From an optimization exercise on the open Yosys and OpenROAD flow, aimed at small area, a short achievable clock period and few clock cycles; shortcuts taken in it are not production practice. In this exercise RTL edits were held to simulation tests only and were not proved equivalent to the original. Power figures rest on the tool's default switching activity, not on a simulated workload.

**design/flow/design.v**
```verilog
module gcg_sine_rom (
    input  wire [7:0] phase,
    output wire [7:0] value
);
    wire [6:0] q   = phase[6:0];
    wire [6:0] idx = q[6] ? (7'd0 - q) : q;      
    reg  [6:0] lo;                                
    always @* begin
        case (idx)
            7'd0: lo = 7'd0;
            7'd1: lo = 7'd3;
            7'd2: lo = 7'd6;
            7'd3: lo = 7'd9;
            7'd4: lo = 7'd12;
            7'd5: lo = 7'd15;
            7'd6: lo = 7'd18;
            7'd7: lo = 7'd21;
            7'd8: lo = 7'd24;
            7'd9: lo = 7'd27;
            7'd10: lo = 7'd30;
            7'd11: lo = 7'd34;
            7'd12: lo = 7'd37;
            7'd13: lo = 7'd39;
            7'd14: lo = 7'd42;
            7'd15: lo = 7'd45;
            7'd16: lo = 7'd48;
            7'd17: lo = 7'd51;
            7'd18: lo = 7'd54;
            7'd19: lo = 7'd57;
            7'd20: lo = 7'd60;
            7'd21: lo = 7'd62;
            7'd22: lo = 7'd65;
            7'd23: lo = 7'd68;
            7'd24: lo = 7'd70;
            7'd25: lo = 7'd73;
            7'd26: lo = 7'd75;
            7'd27: lo = 7'd78;
            7'd28: lo = 7'd80;
            7'd29: lo = 7'd83;
            7'd30: lo = 7'd85;
            7'd31: lo = 7'd87;
            7'd32: lo = 7'd90;
            7'd33: lo = 7'd92;
            7'd34: lo = 7'd94;
            7'd35: lo = 7'd96;
            7'd36: lo = 7'd98;
            7'd37: lo = 7'd100;
            7'd38: lo = 7'd102;
            7'd39: lo = 7'd104;
            7'd40: lo = 7'd106;
            7'd41: lo = 7'd107;
            7'd42: lo = 7'd109;
            7'd43: lo = 7'd110;
            7'd44: lo = 7'd112;
            7'd45: lo = 7'd113;
            7'd46: lo = 7'd115;
            7'd47: lo = 7'd116;
            7'd48: lo = 7'd117;
            7'd49: lo = 7'd118;
            7'd50: lo = 7'd120;
            7'd51: lo = 7'd121;
            7'd52: lo = 7'd122;
            7'd53: lo = 7'd122;
            7'd54: lo = 7'd123;
            7'd55: lo = 7'd124;
            7'd56: lo = 7'd125;
            7'd57: lo = 7'd125;
            7'd58: lo = 7'd126;
            7'd59: lo = 7'd126;
            7'd60: lo = 7'd126;
            7'd61: lo = 7'd127;
            7'd62: lo = 7'd127;
            7'd63: lo = 7'd127;
            7'd64: lo = 7'd127;
            default: lo = 7'd0;
        endcase
    end
    wire [7:0] quarter = {1'b1, lo};
    assign value = !phase[7] ? quarter : (q == 7'd0) ? 8'd128 : 8'd255 - quarter;
endmodule
module gcg_freq_rom (
    input  wire [6:0] note,
    output reg  [7:0] tuning_word
);
    always @* begin
        case (note)
            7'd0: tuning_word = 8'd0;
            7'd1: tuning_word = 8'd0;
            7'd2: tuning_word = 8'd0;
            7'd3: tuning_word = 8'd0;
            7'd4: tuning_word = 8'd0;
            7'd5: tuning_word = 8'd0;
            7'd6: tuning_word = 8'd0;
            7'd7: tuning_word = 8'd0;
            7'd8: tuning_word = 8'd0;
            7'd9: tuning_word = 8'd0;
            7'd10: tuning_word = 8'd0;
            7'd11: tuning_word = 8'd0;
            7'd12: tuning_word = 8'd0;
            7'd13: tuning_word = 8'd0;
            7'd14: tuning_word = 8'd0;
            7'd15: tuning_word = 8'd0;
            7'd16: tuning_word = 8'd0;
            7'd17: tuning_word = 8'd0;
            7'd18: tuning_word = 8'd0;
            7'd19: tuning_word = 8'd0;
            7'd20: tuning_word = 8'd0;
            7'd21: tuning_word = 8'd0;
            7'd22: tuning_word = 8'd0;
            7'd23: tuning_word = 8'd0;
            7'd24: tuning_word = 8'd1;
            7'd25: tuning_word = 8'd1;
            7'd26: tuning_word = 8'd1;
            7'd27: tuning_word = 8'd1;
            7'd28: tuning_word = 8'd1;
            7'd29: tuning_word = 8'd1;
            7'd30: tuning_word = 8'd1;
            7'd31: tuning_word = 8'd1;
            7'd32: tuning_word = 8'd1;
            7'd33: tuning_word = 8'd1;
            7'd34: tuning_word = 8'd1;
            7'd35: tuning_word = 8'd1;
            7'd36: tuning_word = 8'd1;
            7'd37: tuning_word = 8'd1;
            7'd38: tuning_word = 8'd1;
            7'd39: tuning_word = 8'd1;
            7'd40: tuning_word = 8'd1;
            7'd41: tuning_word = 8'd1;
            7'd42: tuning_word = 8'd1;
            7'd43: tuning_word = 8'd2;
            7'd44: tuning_word = 8'd2;
            7'd45: tuning_word = 8'd2;
            7'd46: tuning_word = 8'd2;
            7'd47: tuning_word = 8'd2;
            7'd48: tuning_word = 8'd2;
            7'd49: tuning_word = 8'd2;
            7'd50: tuning_word = 8'd2;
            7'd51: tuning_word = 8'd2;
            7'd52: tuning_word = 8'd3;
            7'd53: tuning_word = 8'd3;
            7'd54: tuning_word = 8'd3;
            7'd55: tuning_word = 8'd3;
            7'd56: tuning_word = 8'd3;
            7'd57: tuning_word = 8'd4;
            7'd58: tuning_word = 8'd4;
            7'd59: tuning_word = 8'd4;
            7'd60: tuning_word = 8'd4;
            7'd61: tuning_word = 8'd4;
            7'd62: tuning_word = 8'd5;
            7'd63: tuning_word = 8'd5;
            7'd64: tuning_word = 8'd5;
            7'd65: tuning_word = 8'd6;
            7'd66: tuning_word = 8'd6;
            7'd67: tuning_word = 8'd6;
            7'd68: tuning_word = 8'd7;
            7'd69: tuning_word = 8'd7;
            7'd70: tuning_word = 8'd7;
            7'd71: tuning_word = 8'd8;
            7'd72: tuning_word = 8'd8;
            7'd73: tuning_word = 8'd9;
            7'd74: tuning_word = 8'd9;
            7'd75: tuning_word = 8'd10;
            7'd76: tuning_word = 8'd11;
            7'd77: tuning_word = 8'd11;
            7'd78: tuning_word = 8'd12;
            7'd79: tuning_word = 8'd13;
            7'd80: tuning_word = 8'd13;
            7'd81: tuning_word = 8'd14;
            7'd82: tuning_word = 8'd15;
            7'd83: tuning_word = 8'd16;
            7'd84: tuning_word = 8'd17;
            7'd85: tuning_word = 8'd18;
            7'd86: tuning_word = 8'd19;
            7'd87: tuning_word = 8'd20;
            7'd88: tuning_word = 8'd21;
            7'd89: tuning_word = 8'd22;
            7'd90: tuning_word = 8'd24;
            7'd91: tuning_word = 8'd25;
            7'd92: tuning_word = 8'd27;
            7'd93: tuning_word = 8'd28;
            7'd94: tuning_word = 8'd30;
            7'd95: tuning_word = 8'd32;
            7'd96: tuning_word = 8'd33;
            7'd97: tuning_word = 8'd35;
            7'd98: tuning_word = 8'd38;
            7'd99: tuning_word = 8'd40;
            7'd100: tuning_word = 8'd42;
            7'd101: tuning_word = 8'd45;
            7'd102: tuning_word = 8'd47;
            7'd103: tuning_word = 8'd50;
            7'd104: tuning_word = 8'd53;
            7'd105: tuning_word = 8'd56;
            7'd106: tuning_word = 8'd60;
            7'd107: tuning_word = 8'd63;
            7'd108: tuning_word = 8'd67;
            7'd109: tuning_word = 8'd71;
            7'd110: tuning_word = 8'd75;
            7'd111: tuning_word = 8'd80;
            7'd112: tuning_word = 8'd84;
            7'd113: tuning_word = 8'd89;
            7'd114: tuning_word = 8'd95;
            7'd115: tuning_word = 8'd100;
            7'd116: tuning_word = 8'd106;
            7'd117: tuning_word = 8'd113;
            7'd118: tuning_word = 8'd119;
            7'd119: tuning_word = 8'd126;
            7'd120: tuning_word = 8'd134;
            7'd121: tuning_word = 8'd142;
            7'd122: tuning_word = 8'd150;
            7'd123: tuning_word = 8'd159;
            7'd124: tuning_word = 8'd169;
            7'd125: tuning_word = 8'd179;
            7'd126: tuning_word = 8'd189;
            7'd127: tuning_word = 8'd201;
            default: tuning_word = 8'd0;
        endcase
    end
endmodule
module gcg_ms_enc (
    input  wire [15:0] ms,
    output reg  [5:0]  idx
);
    always @* begin
        if (ms[15:9] != 7'd0) idx = 6'd62;
        else if (ms[8:0] >= 9'd501) idx = 6'd62;
        else if (ms[8:0] >= 9'd334) idx = 6'd61;
        else if (ms[8:0] >= 9'd251) idx = 6'd60;
        else if (ms[8:0] >= 9'd201) idx = 6'd59;
        else if (ms[8:0] >= 9'd167) idx = 6'd58;
        else if (ms[8:0] >= 9'd143) idx = 6'd57;
        else if (ms[8:0] >= 9'd126) idx = 6'd56;
        else if (ms[8:0] >= 9'd112) idx = 6'd55;
        else if (ms[8:0] >= 9'd101) idx = 6'd54;
        else if (ms[8:0] >= 9'd91) idx = 6'd53;
        else if (ms[8:0] >= 9'd84) idx = 6'd52;
        else if (ms[8:0] >= 9'd77) idx = 6'd51;
        else if (ms[8:0] >= 9'd72) idx = 6'd50;
        else if (ms[8:0] >= 9'd67) idx = 6'd49;
        else if (ms[8:0] >= 9'd63) idx = 6'd48;
        else if (ms[8:0] >= 9'd59) idx = 6'd47;
        else if (ms[8:0] >= 9'd56) idx = 6'd46;
        else if (ms[8:0] >= 9'd53) idx = 6'd45;
        else if (ms[8:0] >= 9'd51) idx = 6'd44;
        else if (ms[8:0] >= 9'd48) idx = 6'd43;
        else if (ms[8:0] >= 9'd46) idx = 6'd42;
        else if (ms[8:0] >= 9'd44) idx = 6'd41;
        else if (ms[8:0] >= 9'd42) idx = 6'd40;
        else if (ms[8:0] >= 9'd41) idx = 6'd39;
        else if (ms[8:0] >= 9'd39) idx = 6'd38;
        else if (ms[8:0] >= 9'd38) idx = 6'd37;
        else if (ms[8:0] >= 9'd36) idx = 6'd36;
        else idx = ms[5:0];
    end
endmodule
module gcg_ms_dec (
    input  wire [5:0]  idx,
    output reg  [13:0] ticks     
);
    always @* begin
        case (idx)
            6'd0: ticks = 14'd0;
            6'd1: ticks = 14'd14;
            6'd2: ticks = 14'd30;
            6'd3: ticks = 14'd46;
            6'd4: ticks = 14'd62;
            6'd5: ticks = 14'd78;
            6'd6: ticks = 14'd94;
            6'd7: ticks = 14'd110;
            6'd8: ticks = 14'd126;
            6'd9: ticks = 14'd142;
            6'd10: ticks = 14'd158;
            6'd11: ticks = 14'd175;
            6'd12: ticks = 14'd190;
            6'd13: ticks = 14'd208;
            6'd14: ticks = 14'd223;
            6'd15: ticks = 14'd240;
            6'd16: ticks = 14'd256;
            6'd17: ticks = 14'd273;
            6'd18: ticks = 14'd288;
            6'd19: ticks = 14'd305;
            6'd20: ticks = 14'd318;
            6'd21: ticks = 14'd338;
            6'd22: ticks = 14'd353;
            6'd23: ticks = 14'd370;
            6'd24: ticks = 14'd388;
            6'd25: ticks = 14'd398;
            6'd26: ticks = 14'd419;
            6'd27: ticks = 14'd430;
            6'd28: ticks = 14'd455;
            6'd29: ticks = 14'd468;
            6'd30: ticks = 14'd482;
            6'd31: ticks = 14'd498;
            6'd32: ticks = 14'd514;
            6'd33: ticks = 14'd531;
            6'd34: ticks = 14'd549;
            6'd35: ticks = 14'd569;
            6'd36: ticks = 14'd590;
            6'd37: ticks = 14'd613;
            6'd38: ticks = 14'd638;
            6'd39: ticks = 14'd664;
            6'd40: ticks = 14'd693;
            6'd41: ticks = 14'd725;
            6'd42: ticks = 14'd759;
            6'd43: ticks = 14'd798;
            6'd44: ticks = 14'd840;
            6'd45: ticks = 14'd886;
            6'd46: ticks = 14'd939;
            6'd47: ticks = 14'd998;
            6'd48: ticks = 14'd1064;
            6'd49: ticks = 14'd1140;
            6'd50: ticks = 14'd1228;
            6'd51: ticks = 14'd1331;
            6'd52: ticks = 14'd1452;
            6'd53: ticks = 14'd1598;
            6'd54: ticks = 14'd1775;
            6'd55: ticks = 14'd1998;
            6'd56: ticks = 14'd2283;
            6'd57: ticks = 14'd2664;
            6'd58: ticks = 14'd3198;
            6'd59: ticks = 14'd3998;
            6'd60: ticks = 14'd5331;
            6'd61: ticks = 14'd7998;
            6'd62: ticks = 14'd15998;
            default: ticks = 14'd0;
        endcase
    end
endmodule
module gcg_synth (
    input  wire        clk,
    input  wire        rst,           
    input  wire        sample_tick,   
    output wire        ready,
    input  wire [16:0] stream_len,    
    output wire        mem_req,
    output wire [15:0] mem_addr,
    input  wire        mem_ack,
    input  wire [7:0]  mem_rdata,
    output reg         sample_valid,
    output reg  [7:0]  sample_out,
    output reg         stream_end,
    output wire        halted
);
    localparam N = 6;
    localparam P = 16;
    localparam [3:0] C_NOP       = 4'd0,  C_TEMPO    = 4'd1,  C_WAVE     = 4'd2,
                     C_VOLUME    = 4'd3,  C_GVOLUME  = 4'd4,  C_NOTEON   = 4'd5,
                     C_NOTEOFF   = 4'd6,  C_EOS      = 4'd7,  C_SWRESET  = 4'd8,
                     C_SYNC      = 4'd9,  C_RESETOSC = 4'd10, C_SETADSR  = 4'd11,
                     C_JUMP      = 4'd12, C_DUTY     = 4'd13, C_DIRECT   = 4'd14,
                     C_ADSRVALS  = 4'd15;
    localparam [1:0] E_ATTACK = 2'd0, E_DECAY = 2'd1, E_SUSTAIN = 2'd2, E_RELEASE = 2'd3;
    reg [2:0]  v_wave   [0:N-1];    
    reg [7:0]  v_duty   [0:N-1];
    reg [7:0]  v_tw     [0:N-1];
    reg [7:0]  v_phase  [0:N-1];
    reg [7:0]  v_vol    [0:N-1];
    reg [4:0]  v_type   [0:N-1];
    reg [1:0]  v_state  [0:N-1];
    reg        v_ended  [0:N-1];    
    reg [7:0]  v_value  [0:N-1];
    reg [13:0] v_t      [0:N-1];    
    reg [7:0]  v_s      [0:N-1];    
    reg [13:0] v_q      [0:N-1];    
    reg [13:0] v_cd     [0:N-1];    
    reg [7:0]  v_cs     [0:N-1];    
    reg        v_cz     [0:N-1];    
    reg        v_byp    [0:N-1];    
    reg [5:0]  pre_a [1:P];         
    reg [5:0]  pre_d [1:P];
    reg [7:0]  pre_s [1:P];
    reg [5:0]  pre_r [1:P];
    reg        pre_v [1:P];         
    reg [7:0]  gvol;
    reg [13:0] tempo_cmp;
    reg [13:0] tempo_cnt;
    reg [15:0] cursor;
    reg        at_end;              
    reg        halted_r;            
    reg        halted_o;
    reg [31:0] noise;
    integer i, j, k;
    reg        rst_r;
    always @(posedge clk) rst_r <= rst;
    function [7:0] scale;
        input [7:0] v;
        input [7:0] s;
        reg [15:0] p;
        integer b;
        begin
            p = 16'd256;
            for (b = 0; b < 8; b = b + 1)
                p = p + ((s[b] ? {8'd0, v} : 16'd0) << b);
            if (v == 8'd0 || s == 8'd0) scale = 8'd0;
            else                        scale = p[15:8];
        end
    endfunction
    function [2:0] cmd_last;         
        input [3:0] c;
        begin
            case (c)
                C_NOP, C_NOTEOFF, C_EOS, C_SWRESET, C_RESETOSC: cmd_last = 3'd0;
                C_TEMPO, C_JUMP:                                cmd_last = 3'd2;
                C_ADSRVALS:                                     cmd_last = 3'd7;
                default:                                        cmd_last = 3'd1;
            endcase
        end
    endfunction
    function [7:0] triangle;
        input [7:0] p;
        begin
            if (p < 8'd64)       triangle = 8'd127 - {p[6:0], 1'b0};
            else if (p < 8'd192) triangle = {p[6:0], 1'b0} - 8'd128;
            else                 triangle = 8'd255 - {p[6:0] - 7'd64, 1'b0};
        end
    endfunction
    function [31:0] xorshift;
        input [31:0] x;
        reg [31:0] a, b;
        begin
            a = x ^ (x << 13);
            b = a ^ (a >> 17);
            xorshift = b ^ (b << 5);
        end
    endfunction
    reg        ready_r;
    reg        tick_r;              
    wire       fire_next = (tempo_cnt == tempo_cmp);    
    wire       accept    = ready_r && !b_dead && sample_tick && !halted_r;
    assign ready    = ready_r && !b_dead;
    assign halted   = halted_o;
    reg        b_fetch;             
    reg        b_exec;              
    reg        b_dead;              
    reg [2:0]  byte_idx;
    reg [7:0]  op;
    reg [55:0] sh;                  
    reg [2:0]  burst_left;
    reg [23:0] pk;                  
    reg        top_direct;
    reg [5:0]  enc_a, enc_d;
    assign mem_req  = b_fetch;
    assign mem_addr = cursor;
    wire [3:0]  cmd   = op[7:4];
    wire [3:0]  ch    = op[3:0];
    wire        ch_ok = (ch < N);
    wire [2:0]  chv   = ch[2:0];
    wire [7:0]  b0    = sh[7:0];
    wire [15:0] w0    = sh[15:0];
    wire [5:0] enc_w;
    gcg_ms_enc u_enc (.ms(sh[15:0]), .idx(enc_w));
    reg  [4:0] ch_type;
    reg        ch_ended;
    reg  [7:0] sync_ph;
    always @* begin
        ch_type  = 5'd0;
        ch_ended = 1'b1;
        sync_ph  = 8'd0;
        for (j = 0; j < N; j = j + 1) begin
            if (chv == j)     ch_type  = v_type[j];
            if (chv == j)     ch_ended = v_ended[j];
            if (b0[2:0] == j) sync_ph  = v_phase[j];
        end
    end
    reg        x2_on, x2_off, x2_sa, x2_av, x2_tp;    
    reg [N-1:0] x2_mask;            
    reg [P:1]  x2_sel;              
    reg [5:0]  x2_enc;              
    reg [7:0]  x2_s;                
    reg        fin_d;               
    reg  [5:0] pr_a, pr_d, pr_r;
    reg  [7:0] pr_s;
    reg  [7:0] x2_cs;
    reg        x2_cz;
    always @* begin
        pr_a = 6'd0; pr_d = 6'd0; pr_s = 8'd0; pr_r = 6'd0;
        for (j = 1; j <= P; j = j + 1) begin
            if (x2_sel[j]) begin
                pr_a = pr_a | pre_a[j]; pr_d = pr_d | pre_d[j];
                pr_s = pr_s | pre_s[j]; pr_r = pr_r | pre_r[j];
            end
        end
        x2_cs = 8'd0;
        x2_cz = 1'b0;
        for (j = 0; j < N; j = j + 1)
            if (x2_mask[j]) begin
                x2_cs = x2_cs | v_cs[j];
                x2_cz = x2_cz | v_cz[j];
            end
    end
    reg  [5:0] dec_in;
    always @* begin
        if (x2_on)       dec_in = pr_a;
        else if (x2_off) dec_in = pr_r;
        else if (x2_sa)  dec_in = pr_d;
        else             dec_in = x2_enc;
    end
    wire [13:0] dec_t;
    gcg_ms_dec u_dec (.idx(dec_in), .ticks(dec_t));
    wire        x2_any = x2_on || x2_off || x2_sa || x2_av || x2_tp;
    wire [7:0] note_tw;
    wire [6:0] note_idx = b0[6:0] & {7{cmd == C_NOTEON}};
    gcg_freq_rom u_freq (.note(note_idx), .tuning_word(note_tw));
    wire        pend_z = (pk == 24'd1);
    wire        pend_1 = (pk == 24'd0);
    reg         pend_nz;             
    always @* begin
        if (!pend_z) begin
            if (cmd == C_DIRECT) pend_nz = !(pk[23:8] == 16'd0 && pk[7:0] == b0);
            else                 pend_nz = !pend_1;
        end else begin
            pend_nz = (cmd == C_DIRECT) && (b0 != 8'd0);
        end
    end
    wire [2:0] burst_left_n = pend_z ? burst_left - 3'd1 : burst_left;
    wire       top_direct_n = top_direct || (pend_z && cmd == C_DIRECT);
    wire       more = pend_nz || (!top_direct_n && burst_left_n != 3'd0);
    wire [8:0]  d_sub = (cmd == C_DIRECT) ? {1'b0, b0} : 9'd0;
    wire [9:0]  pk_lo = {2'b00, pk[7:0]} + 10'd1 - {1'b0, d_sub};    
    wire [15:0] pk_up = pk_lo[9] ? pk[23:8] - 16'd1 : pk_lo[8] ? pk[23:8] + 16'd1 : pk[23:8];
    wire [7:0]  one_m_b = 8'd1 - d_sub[7:0];
    wire [23:0] pk_n = pend_z ? {(d_sub > 9'd1) ? 16'hFFFF : 16'h0000, one_m_b}
                              : {pk_up, pk_lo[7:0]};
    wire exec_done = b_exec;
    wire b_stop    = exec_done && (cmd == C_EOS || !more);    
    wire x1_to_x2  = (cmd == C_NOTEON || cmd == C_NOTEOFF || cmd == C_SETADSR ||
                      cmd == C_ADSRVALS || cmd == C_TEMPO);
    wire [7:0]  sine_val [0:N-1];
    reg  [7:0]  osc      [0:N-1];
    genvar g;
    generate
        for (g = 0; g < N; g = g + 1) begin : g_sine
            gcg_sine_rom u_sine (.phase(v_phase[g]), .value(sine_val[g]));
        end
    endgenerate
    always @* begin
        for (k = 0; k < N; k = k + 1) begin
            case (v_wave[k])
                3'd1:    osc[k] = sine_val[k];
                3'd2:    osc[k] = triangle(v_phase[k]);
                3'd3:    osc[k] = (v_phase[k] <= v_duty[k]) ? 8'd255 : 8'd0;
                3'd4:    osc[k] = v_phase[k] + 8'd127;
                3'd6:    osc[k] = v_duty[k];
                default: osc[k] = 8'd127;
            endcase
        end
    end
    reg  [N-1:0] nz_r;               
    reg  [N-1:0] nzn;
    reg  [2:0]  n_pos [0:N-1];
    reg  [2:0]  n_cnt;
    reg  [1:0]  n_last;              
    reg  [2:0]  nn_pos [0:N-1];
    reg  [2:0]  nn_cnt;
    reg  [1:0]  np;                  
    function [2:0] popc6;            
        input [5:0] x;
        integer b;
        begin
            case (x)
                6'd0: popc6 = 3'd0;
                6'd1: popc6 = 3'd1;
                6'd2: popc6 = 3'd1;
                6'd3: popc6 = 3'd2;
                6'd4: popc6 = 3'd1;
                6'd5: popc6 = 3'd2;
                6'd6: popc6 = 3'd2;
                6'd7: popc6 = 3'd3;
                6'd8: popc6 = 3'd1;
                6'd9: popc6 = 3'd2;
                6'd10: popc6 = 3'd2;
                6'd11: popc6 = 3'd3;
                6'd12: popc6 = 3'd2;
                6'd13: popc6 = 3'd3;
                6'd14: popc6 = 3'd3;
                6'd15: popc6 = 3'd4;
                6'd16: popc6 = 3'd1;
                6'd17: popc6 = 3'd2;
                6'd18: popc6 = 3'd2;
                6'd19: popc6 = 3'd3;
                6'd20: popc6 = 3'd2;
                6'd21: popc6 = 3'd3;
                6'd22: popc6 = 3'd3;
                6'd23: popc6 = 3'd4;
                6'd24: popc6 = 3'd2;
                6'd25: popc6 = 3'd3;
                6'd26: popc6 = 3'd3;
                6'd27: popc6 = 3'd4;
                6'd28: popc6 = 3'd3;
                6'd29: popc6 = 3'd4;
                6'd30: popc6 = 3'd4;
                6'd31: popc6 = 3'd5;
                6'd32: popc6 = 3'd1;
                6'd33: popc6 = 3'd2;
                6'd34: popc6 = 3'd2;
                6'd35: popc6 = 3'd3;
                6'd36: popc6 = 3'd2;
                6'd37: popc6 = 3'd3;
                6'd38: popc6 = 3'd3;
                6'd39: popc6 = 3'd4;
                6'd40: popc6 = 3'd2;
                6'd41: popc6 = 3'd3;
                6'd42: popc6 = 3'd3;
                6'd43: popc6 = 3'd4;
                6'd44: popc6 = 3'd3;
                6'd45: popc6 = 3'd4;
                6'd46: popc6 = 3'd4;
                6'd47: popc6 = 3'd5;
                6'd48: popc6 = 3'd2;
                6'd49: popc6 = 3'd3;
                6'd50: popc6 = 3'd3;
                6'd51: popc6 = 3'd4;
                6'd52: popc6 = 3'd3;
                6'd53: popc6 = 3'd4;
                6'd54: popc6 = 3'd4;
                6'd55: popc6 = 3'd5;
                6'd56: popc6 = 3'd3;
                6'd57: popc6 = 3'd4;
                6'd58: popc6 = 3'd4;
                6'd59: popc6 = 3'd5;
                6'd60: popc6 = 3'd4;
                6'd61: popc6 = 3'd5;
                6'd62: popc6 = 3'd5;
                6'd63: popc6 = 3'd6;
                default: popc6 = 3'd0;
            endcase
        end
    endfunction
    always @* begin
        nzn = nz_r;
        if (b_exec && cmd == C_SWRESET)
            nzn = {N{1'b0}};
        else if (b_exec && cmd == C_WAVE && ch_ok)
            for (k = 0; k < N; k = k + 1)
                if (chv == k) nzn[k] = (b0 == 8'd5);
        for (k = 0; k < N; k = k + 1)
            nn_pos[k] = popc6(nzn & ((6'd1 << k) - 6'd1));
        nn_cnt = popc6(nzn);
    end
    always @(posedge clk) begin
        if (rst) begin
            nz_r   <= {N{1'b0}};
            n_cnt  <= 3'd0;
            n_last <= 2'd0;
            for (k = 0; k < N; k = k + 1)
                n_pos[k] <= 3'd0;
        end else begin
            nz_r   <= nzn;
            n_cnt  <= nn_cnt;
            n_last <= (nn_cnt >= 3'd5) ? 2'd2 : (nn_cnt >= 3'd3) ? 2'd1 : 2'd0;
            for (k = 0; k < N; k = k + 1)
                n_pos[k] <= nn_pos[k];
        end
    end
    wire        final_pass = (np == n_last);
    wire [2:0]  n_rem      = n_cnt - {np, 1'b0};
    wire [31:0] ns1 = xorshift(noise);
    wire [31:0] ns2 = xorshift(ns1);
    reg        p1_v, p1_e, p2_v, p2_e, p3_v, p3_e, p4_v, p4_e, p5_v, p5_e;
    reg [7:0]  p1_o [0:N-1];
    reg [7:0]  p2_a [0:N-1];
    reg [7:0]  p3_b [0:N-1];
    reg [7:0]  p3_g, p4_g, p5_g;
    reg [10:0] p4_sum;
    reg [7:0]  p5_m;
    wire [10:0] b_sum = p3_b[0] + p3_b[1] + p3_b[2] + p3_b[3] + p3_b[4] + p3_b[5];
    wire [27:0] m_x    = {17'd0, p4_sum};
    wire [27:0] m_prod = (m_x << 16) - (m_x << 14) - (m_x << 12) - (m_x << 10)
                       - (m_x << 7) - (m_x << 5) - (m_x << 3) - m_x;
    wire [8:0]  m_full = m_prod[26:18];
    always @(posedge clk) begin
        for (i = 0; i < N; i = i + 1) begin
            p2_a[i] <= v_byp[i] ? p1_o[i] : scale(p1_o[i], v_value[i]);
            p3_b[i] <= scale(p2_a[i], v_vol[i]);
        end
        p3_g   <= gvol;
        p4_sum <= b_sum;
        p4_g   <= p3_g;
        p5_m   <= m_full[8] ? 8'd255 : m_full[7:0];
        p5_g   <= p4_g;
        sample_out <= scale(p5_m, p5_g);
        if (rst) begin
            p1_v <= 1'b0; p1_e <= 1'b0;
            p2_v <= 1'b0; p2_e <= 1'b0;
            p3_v <= 1'b0; p3_e <= 1'b0;
            p4_v <= 1'b0; p4_e <= 1'b0;
            p5_v <= 1'b0; p5_e <= 1'b0;
            sample_valid <= 1'b0;
            stream_end   <= 1'b0;
            halted_o     <= 1'b0;
        end else begin
            p1_v <= tick_r && final_pass;
            p1_e <= exec_done && cmd == C_EOS;
            p2_v <= p1_v; p2_e <= p1_e;
            p3_v <= p2_v; p3_e <= p2_e;
            p4_v <= p3_v; p4_e <= p3_e;
            p5_v <= p4_v; p5_e <= p4_e;
            sample_valid <= p5_v;
            stream_end   <= p5_e;
            if (p5_e) halted_o <= 1'b1;
        end
    end
    reg [14:0] e_dif;
    always @(posedge clk) begin
        at_end <= ({1'b0, rst_r ? 16'd0 : cursor} >= stream_len);
        if (b_fetch && byte_idx == 3'd3) enc_a <= enc_w;
        if (b_fetch && byte_idx == 3'd5) enc_d <= enc_w;
        if (tick_r) begin
            noise <= (n_rem >= 3'd2) ? ns2 : (n_rem == 3'd1) ? ns1 : noise;
            for (i = 0; i < N; i = i + 1) begin
                if (nz_r[i]) begin
                    if (n_pos[i][2:1] == np) p1_o[i] <= n_pos[i][0] ? ns2[7:0] : ns1[7:0];
                end else if (final_pass) begin
                    p1_o[i] <= osc[i];
                end
                if (final_pass) v_phase[i] <= v_phase[i] + v_tw[i];
            end
        end
            if (tick_r) begin
                if (final_pass) begin
                    tick_r  <= 1'b0;
                    np      <= 2'd0;
                    ready_r <= 1'b1;
                end else begin
                    np <= np + 2'd1;
                    if (np + 2'd1 == n_last) ready_r <= 1'b1;
                end
            end
            if (accept) begin
                if (fire_next) begin
                    tempo_cnt  <= 14'd0;
                    ready_r    <= 1'b0;
                    if (at_end) cursor <= 16'd0;
                    burst_left <= N;
                    pk         <= 24'd1;
                    top_direct <= 1'b0;
                    byte_idx   <= 3'd0;
                    b_fetch    <= 1'b1;
                end else begin
                    tempo_cnt <= tempo_cnt + 14'd1;
                    tick_r    <= 1'b1;
                    ready_r   <= (n_last == 2'd0);
                end
            end
            if (tick_r && final_pass) begin
                for (i = 0; i < N; i = i + 1) begin
                    e_dif = {1'b0, v_q[i]} - {7'd0, v_s[i]};
                    if (v_type[i] != 5'd0 && !v_ended[i] && v_state[i] != E_SUSTAIN) begin
                        if (!e_dif[14]) begin
                            v_q[i] <= e_dif[13:0];
                        end else begin
                            v_q[i] <= v_t[i];
                            case (v_state[i])
                                E_ATTACK: begin
                                    if (v_value[i] >= 8'd254) begin
                                        v_value[i] <= 8'd255;
                                        v_state[i] <= E_DECAY;
                                        v_s[i]     <= ~v_cs[i] | {7'd0, v_cs[i] == 8'd255};
                                        v_t[i]     <= v_cd[i];
                                        v_q[i]     <= v_cd[i];
                                    end else begin
                                        v_value[i] <= v_value[i] + 8'd1;
                                    end
                                end
                                E_DECAY: begin
                                    if ({1'b0, v_value[i]} <= {1'b0, v_cs[i]} + 9'd1) begin
                                        v_value[i] <= v_cs[i];
                                        v_state[i] <= E_SUSTAIN;
                                    end else begin
                                        v_value[i] <= v_value[i] - 8'd1;
                                    end
                                end
                                default: begin   
                                    if (v_value[i] <= 8'd1) begin
                                        v_value[i] <= 8'd0;
                                        v_ended[i] <= 1'b1;
                                    end else begin
                                        v_value[i] <= v_value[i] - 8'd1;
                                    end
                                end
                            endcase
                        end
                    end
                end
            end
            if (exec_done) b_exec <= 1'b0;
            if (b_fetch && mem_ack) begin
                if (b_dead || b_stop) begin
                    b_fetch <= 1'b0;
                    b_dead  <= 1'b0;
                end else begin
                    cursor <= cursor + 16'd1;
                    if (byte_idx == 3'd0) begin
                        op <= mem_rdata;
                        if (cmd_last(mem_rdata[7:4]) == 3'd0)
                            b_exec <= 1'b1;
                        else
                            byte_idx <= 3'd1;
                    end else begin
                        sh <= {sh[47:0], mem_rdata};
                        if (byte_idx == cmd_last(cmd)) begin
                            byte_idx <= 3'd0;
                            b_exec   <= 1'b1;
                            if (cmd == C_JUMP)  cursor  <= {sh[7:0], mem_rdata};
                        end else begin
                            byte_idx <= byte_idx + 3'd1;
                        end
                    end
                end
            end else if (b_fetch && b_stop) begin
                b_dead <= 1'b1;
            end
            x2_on  <= 1'b0;
            x2_off <= 1'b0;
            x2_sa  <= 1'b0;
            x2_av  <= 1'b0;
            x2_tp  <= 1'b0;
            fin_d  <= 1'b0;
            if (fin_d) begin
                tick_r  <= 1'b1;
                ready_r <= (n_last == 2'd0);
            end
            if (b_exec) begin
                pk         <= pk_n;
                burst_left <= burst_left_n;
                top_direct <= top_direct_n;
                if (cmd == C_EOS) begin
                    ready_r <= 1'b1;
                end else if (!more) begin
                    if (x1_to_x2) begin
                        fin_d <= 1'b1;
                    end else begin
                        tick_r  <= 1'b1;
                        ready_r <= (n_last == 2'd0) && cmd != C_WAVE && cmd != C_SWRESET;
                    end
                end
                for (i = 0; i < N; i = i + 1)
                    x2_mask[i] <= (cmd == C_ADSRVALS) ? (v_type[i] == ch_type) : (chv == i);
                for (i = 1; i <= P; i = i + 1)
                    x2_sel[i] <= pre_v[i] && (((cmd == C_SETADSR) ? b0[4:0] : ch_type) == i);
                x2_enc <= (cmd == C_TEMPO) ? enc_w : (sh[23:16] == 8'd255) ? 6'd0 : enc_d;
                x2_s   <= sh[23:16];
                case (cmd)
                    C_TEMPO:   x2_tp <= 1'b1;
                    C_NOTEON:  x2_on <= ch_ok;
                    C_NOTEOFF: x2_off <= ch_ok && ch_type != 5'd0 && !ch_ended;
                    C_SETADSR: x2_sa <= ch_ok && b0 <= P;
                    C_GVOLUME: gvol <= b0;
                    C_EOS:     halted_r <= 1'b1;
                    C_SWRESET: gvol <= 8'd0;
                    C_ADSRVALS: if (ch_ok && ch_type != 5'd0) begin
                        x2_av <= 1'b1;
                        for (i = 1; i <= P; i = i + 1) begin
                            if (ch_type == i) begin
                                pre_a[i] <= enc_a;
                                pre_d[i] <= (sh[23:16] == 8'd255) ? 6'd0 : enc_d;
                                pre_s[i] <= sh[23:16];
                                pre_r[i] <= enc_w;
                                pre_v[i] <= 1'b1;
                            end
                        end
                    end
                    default: ;   
                endcase
                for (i = 0; i < N; i = i + 1) begin
                    if (ch_ok && chv == i) begin
                        case (cmd)
                            C_WAVE:   v_wave[i] <= (b0 < 8'd7) ? b0[2:0] : 3'd0;
                            C_VOLUME: v_vol[i]  <= b0;
                            C_DUTY:   v_duty[i] <= b0;
                            C_NOTEON: begin
                                v_tw[i]    <= note_tw;
                                v_value[i] <= 8'd0;
                                v_state[i] <= E_ATTACK;
                                v_ended[i] <= 1'b0;
                                v_s[i]     <= 8'd255;
                            end
                            C_NOTEOFF: begin
                                if (v_type[i] == 5'd0)
                                    v_tw[i] <= 8'd0;
                                else if (!v_ended[i])
                                    v_state[i] <= E_RELEASE;
                            end
                            C_SYNC:     if (b0[3:0] < N) v_phase[i] <= sync_ph;
                            C_RESETOSC: v_phase[i] <= 8'd0;
                            C_SETADSR: if (b0 <= P) begin
                                v_type[i]  <= b0[4:0];
                                v_byp[i]   <= (b0[4:0] == 5'd0);
                                v_value[i] <= 8'd0;
                                v_state[i] <= E_ATTACK;
                                v_ended[i] <= 1'b1;
                            end
                            default: ;
                        endcase
                    end
                    if (cmd == C_SWRESET) begin
                        v_wave[i]  <= 3'd0;
                        v_duty[i]  <= 8'd127;
                        v_tw[i]    <= 8'd0;
                        v_phase[i] <= 8'd0;
                        v_vol[i]   <= 8'd0;
                        v_type[i]  <= 5'd0;
                        v_byp[i]   <= 1'b1;
                        v_ended[i] <= 1'b1;
                    end
                end
            end
            if (x2_tp) begin
                tempo_cmp <= dec_t;
                tempo_cnt <= 14'd0;
            end
            for (i = 0; i < N; i = i + 1) begin
                if (x2_mask[i]) begin
                    if (x2_on || x2_off) begin
                        v_t[i] <= (x2_off && x2_cz) ? 14'd0 : dec_t;
                        v_q[i] <= (x2_off && x2_cz) ? 14'd0 : dec_t;
                    end
                    if (x2_off) begin
                        v_value[i] <= x2_cs;
                        v_s[i]     <= x2_cs | {7'd0, x2_cz};
                    end
                    if (x2_sa) begin
                        v_cd[i] <= dec_t;
                        v_cs[i] <= pr_s;
                        v_cz[i] <= (pr_s == 8'd0);
                    end
                    if (x2_av) begin
                        v_cd[i] <= dec_t;
                        v_cs[i] <= x2_s;
                        v_cz[i] <= (x2_s == 8'd0);
                    end
                end
            end
        if (rst) begin
            ready_r    <= 1'b1;
            tick_r     <= 1'b0;
            np         <= 2'd0;
            b_fetch    <= 1'b0;
            b_exec     <= 1'b0;
            b_dead     <= 1'b0;
            fin_d      <= 1'b0;
            x2_on      <= 1'b0;
            x2_off     <= 1'b0;
            x2_sa      <= 1'b0;
            x2_av      <= 1'b0;
            x2_tp      <= 1'b0;
            byte_idx   <= 3'd0;
            tempo_cmp  <= 14'd14;
            tempo_cnt  <= 14'd0;
            halted_r   <= 1'b0;
        end
        if (rst_r) begin
            gvol       <= 8'd0;
            cursor     <= 16'd0;
            noise      <= 32'h2545F491;
            for (i = 0; i < N; i = i + 1) begin
                v_wave[i]  <= 3'd0;
                v_duty[i]  <= 8'd127;
                v_tw[i]    <= 8'd0;
                v_phase[i] <= 8'd0;
                v_vol[i]   <= 8'd0;
                v_type[i]  <= 5'd0;
                v_byp[i]   <= 1'b1;
                v_ended[i] <= 1'b1;
            end
            for (i = 1; i <= P; i = i + 1)
                pre_v[i] <= 1'b0;
        end
    end
endmodule
```
**design/flow/run.sh**
```bash
#!/bin/bash
# synth_recipe.tcl (not shown) runs the flow's synth.tcl, then flattens the netlist and writes it again
# the make line also repeats each setting of config.mk as NAME=value (left out here)
make -C /OpenROAD-flow-scripts/flow DESIGN_CONFIG=/design/flow/config.mk WORK_HOME=/design/flow/orfs CLKGATE_MAP_FILE= SYNTH_SCRIPT=/design/flow/synth_recipe.tcl finish
```
**design/flow/config.mk**
```make
export PLATFORM = sky130hd
export DESIGN_NAME = gcg_synth
export DESIGN_NICKNAME = gcg_synth
export VERILOG_FILES = /design/flow/design.v
export SDC_FILE = /design/flow/constraint.sdc
export NUM_CORES = 4
export LEC_CHECK = 0
export CAP_MARGIN = 20
export CORE_MARGIN = 2
export CORE_UTILIZATION = 45
export SETUP_SLACK_MARGIN = 5
export SLEW_MARGIN = 20
```
**design/flow/constraint.sdc**
```tcl
create_clock -name core_clock -period 10.0 [get_ports {clk}]
set_input_delay 2.0000 -clock core_clock [delete_from_list [all_inputs] [get_ports {clk}]]
set_output_delay 2.0000 -clock core_clock [all_outputs]
set_load 0.01 [all_outputs]
```
==> results.txt <==
logic make-up (layout without fill, tap and decap cells):
logic type	count (synthesis)	count (layout)	synth area share (%)
AND/OR/NAND/NOR	3996	3996	16.8
AO/OA/AOI/OAI	2674	2675	16.1
buffers and inverters	1650	1574	5.69
flip-flops	1541	1541	34.2
adder cells (fa/ha/maj)	1333	1333	18.9
XOR/XNOR	640	640	5.18
multiplexers	316	316	3.22
other	0	8	0
power groups by stage:
stage	Clock [W]	Combinational, W	Sequential (W)
finish	0.00680	0.00134	0.00666
global route	0.00714	0.00150	0.00666
CTS	0.00689	0.00133	0.00666
detailed placement	0	0.00131	0.00679
global placement	0	0.00128	0.00679
floorplan	0	0.00107	0.00673
per-layer routing:
layer | part of all wire (%) | global-route usage [%]
met4 | 3.9 | 10.4
met5 | 0.026 | 0
met3 | 8.5 | 5.68
met2 | 46 | 45.6
met1 | 42 | 37.1
through the flow:
step	total power [W]	setup WS, ns	hold slack (ns)
after floorplan	0.00780	4.98	0.310
after global placement	0.00807	3.95	0.312
after detailed placement	0.00810	3.89	0.312
after CTS	0.0149	4.91	0.326
after global routing	0.0153	4.88	0.328
final	0.0148	5.14	0.326
area by class of cell:
type	count	share of cell area [%]
flip-flops and latches	1541	31.2
multi-input cells	8960	55.4
diodes	8	0.0164
well taps	3220	3.30
clock buffers	226	3.88
clock inverters	99	1.15
inverters	900	2.77
repair buffers	349	2.29
cell usage in the layout, fill, tap and decap left out, types with 315 or more instances in the layout:
cell type / synthesis / layout
and2_1: 314 / 315
ha_1: 764 / 758
inv_1: 894 / 889
o21ai_0: 484 / 475
dfxtp_1: 831 / 794
xnor2_1: 420 / 416
nor2_1: 1073 / 1047
nand2_1: 1359 / 1357
a21oi_1: 656 / 645
fa_1: 568 / 566
edfxtp_1: 710 / 710
repair_timing:
| item | 4_1_cts | 5_1_grt |
|---|---|---|
| cloned | 0 | 1 |
| resized for setup | 48 | 72 |
| endpoints found under the setup margin | 64 | 113 |
| setup buffers | 14 | 53 |
| pin swaps | 2 | 14 |
flip-flops by register name, indices dropped and copies added (netlist names), 84 cells and up, named ones only:
| name | cells |
|---|---|
| pre_d | 96 |
| v_q | 84 |
| pre_a | 96 |
| pre_r | 96 |
| v_t | 84 |
| v_cd | 84 |
| pre_s | 128 |
final timing paths:
check / startpoint / to / cells after the start
min: p4_g[6] / p5_g[6] / 0
max reg2reg: p1_o[0][2] / p2_a[0][7] / 15
max: p1_o[0][2] / p2_a[0][7] / 15
min reg2reg: p4_g[6] / p5_g[6] / 0
==> qor.yml <==
grt_antenna_before_repair: 27
placed_area_um2: 115000
initial_utilization_pct: 45.2
cts_max_level: 4
die_w_um: 501
grt_pass1_vias: 90383
final_util_pct: 49.6
finalSetupTns_ns: 0
design_area_um2: 122000
place_congestion: 0.973
syn_area_um2: 111000
p_seq_share_pct: 45.0
worst_setup_path_start_kind: "flop"
num-fill-cells: 22611
netlist_top_cells_count: "1359 x nand2_1, 1073 x nor2_1, 894 x inv_1, 831 x dfxtp_1, 764 x ha_1"
core_area_um2: 246000
finalSetupViolations: 0
crit_chain: "and2_1 > fa_1 > fa_1 > fa_1 > ha_1 > ha_1 > nand4b_1 > o41ai_2 > a21oi_1 > o21ai_1 > nand2_1 > o211a_1 > o21bai_1 > xnor2_1 > a22o_1"
syn_to_final_growth_pct: 9.78
grt_max_degree: 92
worstMarginPinSlew_ns: 1.27
status: "complete, no violations"
cts_root_buf: "clkbuf_16"
grt_setup_unrepaired: "true"
hold_class: "reg -> reg"
p_sw_w: 0.00377
vias_per_cell: 6.03
arrival_ns: 5.57
post-dp-hpwl_um: 256000
cts_sinks: 1541
path_delay_family: "adder cells"
yosysWarnings: 59
required_ns: 10.71
seq_area_frac_synth_pct: 34.2
ios: 58
comb_power_share_pct: 9.0
synthArstFlopShare_pct: 0
wl_per_cell_um: 23.6
synth_fp_nets: 13511
synth_cell_type_count: 108
clock_path_buffers: 3
cts_made_buffers: 175
finClkSkew_ns: 0.116
vias: 92330
nets: 13288
swShare_pct: 25.4
synth_most_common_cell: "nand2_1"
dieArea_um2: 251000
crit_type: "reg -> reg"
yosysTopAreaCell: "edfxtp_1"
die_h_um: 501
place_inst: 14896
rows: 182
dr.pass1.iters: 7
max_cap_viol_count: 0
p_per_area_nw_per_um2: 121
cts-hold-fix-buffers: 0
wl_um: 361000
synthTopCellsByArea: "edfxtp_1 19%, dfxtp_1 15%, fa_1 10%, ha_1 8.6%, nand2_1 4.6%"
multi_input_area_um2: 67600
p_int_w: 0.0110
min_period_ns: 4.86
crit_slowest_cell: "edfxtp_1"
cp_common_cell: "fa_1"
path_clk_slew_ns: 0.06
grt_usage_pct: 28.2
synth_enable_flop_cells: 710
drive_above_1_share_pct: 7.71
clkPwrFrac_pct: 46.0
postRouteAntennaNets: 0
post-route-drc-count: 0
port_buffers: 57
path_max_fanout: 10
setup.worst_path.end_class: "flop"
synth_top_cell_area_share_pct: 19.2
rrSetupSlack_ns: 5.14
drtIter0Drc: 9033
leakagePower_nw: 49.3
crit_buf_inv: 0
ys_dominant_reg_cell: "dfxtp_1"
grt_pass1_wl_um: 548000
max_freq_mhz: 206
synth_cells: 12150
clk_latency_ns: 0.92
slew_viol_final: 0
ys_seq_elements: 1541
ff_latch_area_um2: 38000
fin_crit_sh_pct: 48.6
synth_area_per_cell_um2: 9.14
max_slew_margin_pct: 14.8
instances_no_fill: 15303
overflow: 0
hold_viol: 0
critPathMaxStageDelay_ns: 0.60
tritoncts: "yes"
ir_worst_vdd_mv: 0.149
Testbench counts, summed over its fixed seeds: cycles 16,887.

[what the ideal ports hide]
No port has a modelled driver above. Below, the same layout with a new extraction and two added sets of constraints.
Step 1 assumes that a clkbuf_16 drives the clock port and a buf_2 every other input.
Step 2 moves the port delays by t, midway between the first and last clock arrival at a register: inputs arrive t later, outputs are due t later. That takes back most of the time a late clock gives input paths.
Three values: no drivers, after step 1, after step 2; two values: the first two.
shift t [ns]: 0.954
slack for setup (ns): 5.141 / 5.141 / 4.696
slew at the worst register clock pin (ns): 0.07 / 0.07
After both steps this run still meets setup and hold. The setup slack of this run moves by 0.000 ns with the drivers and by -0.445 ns with both steps.
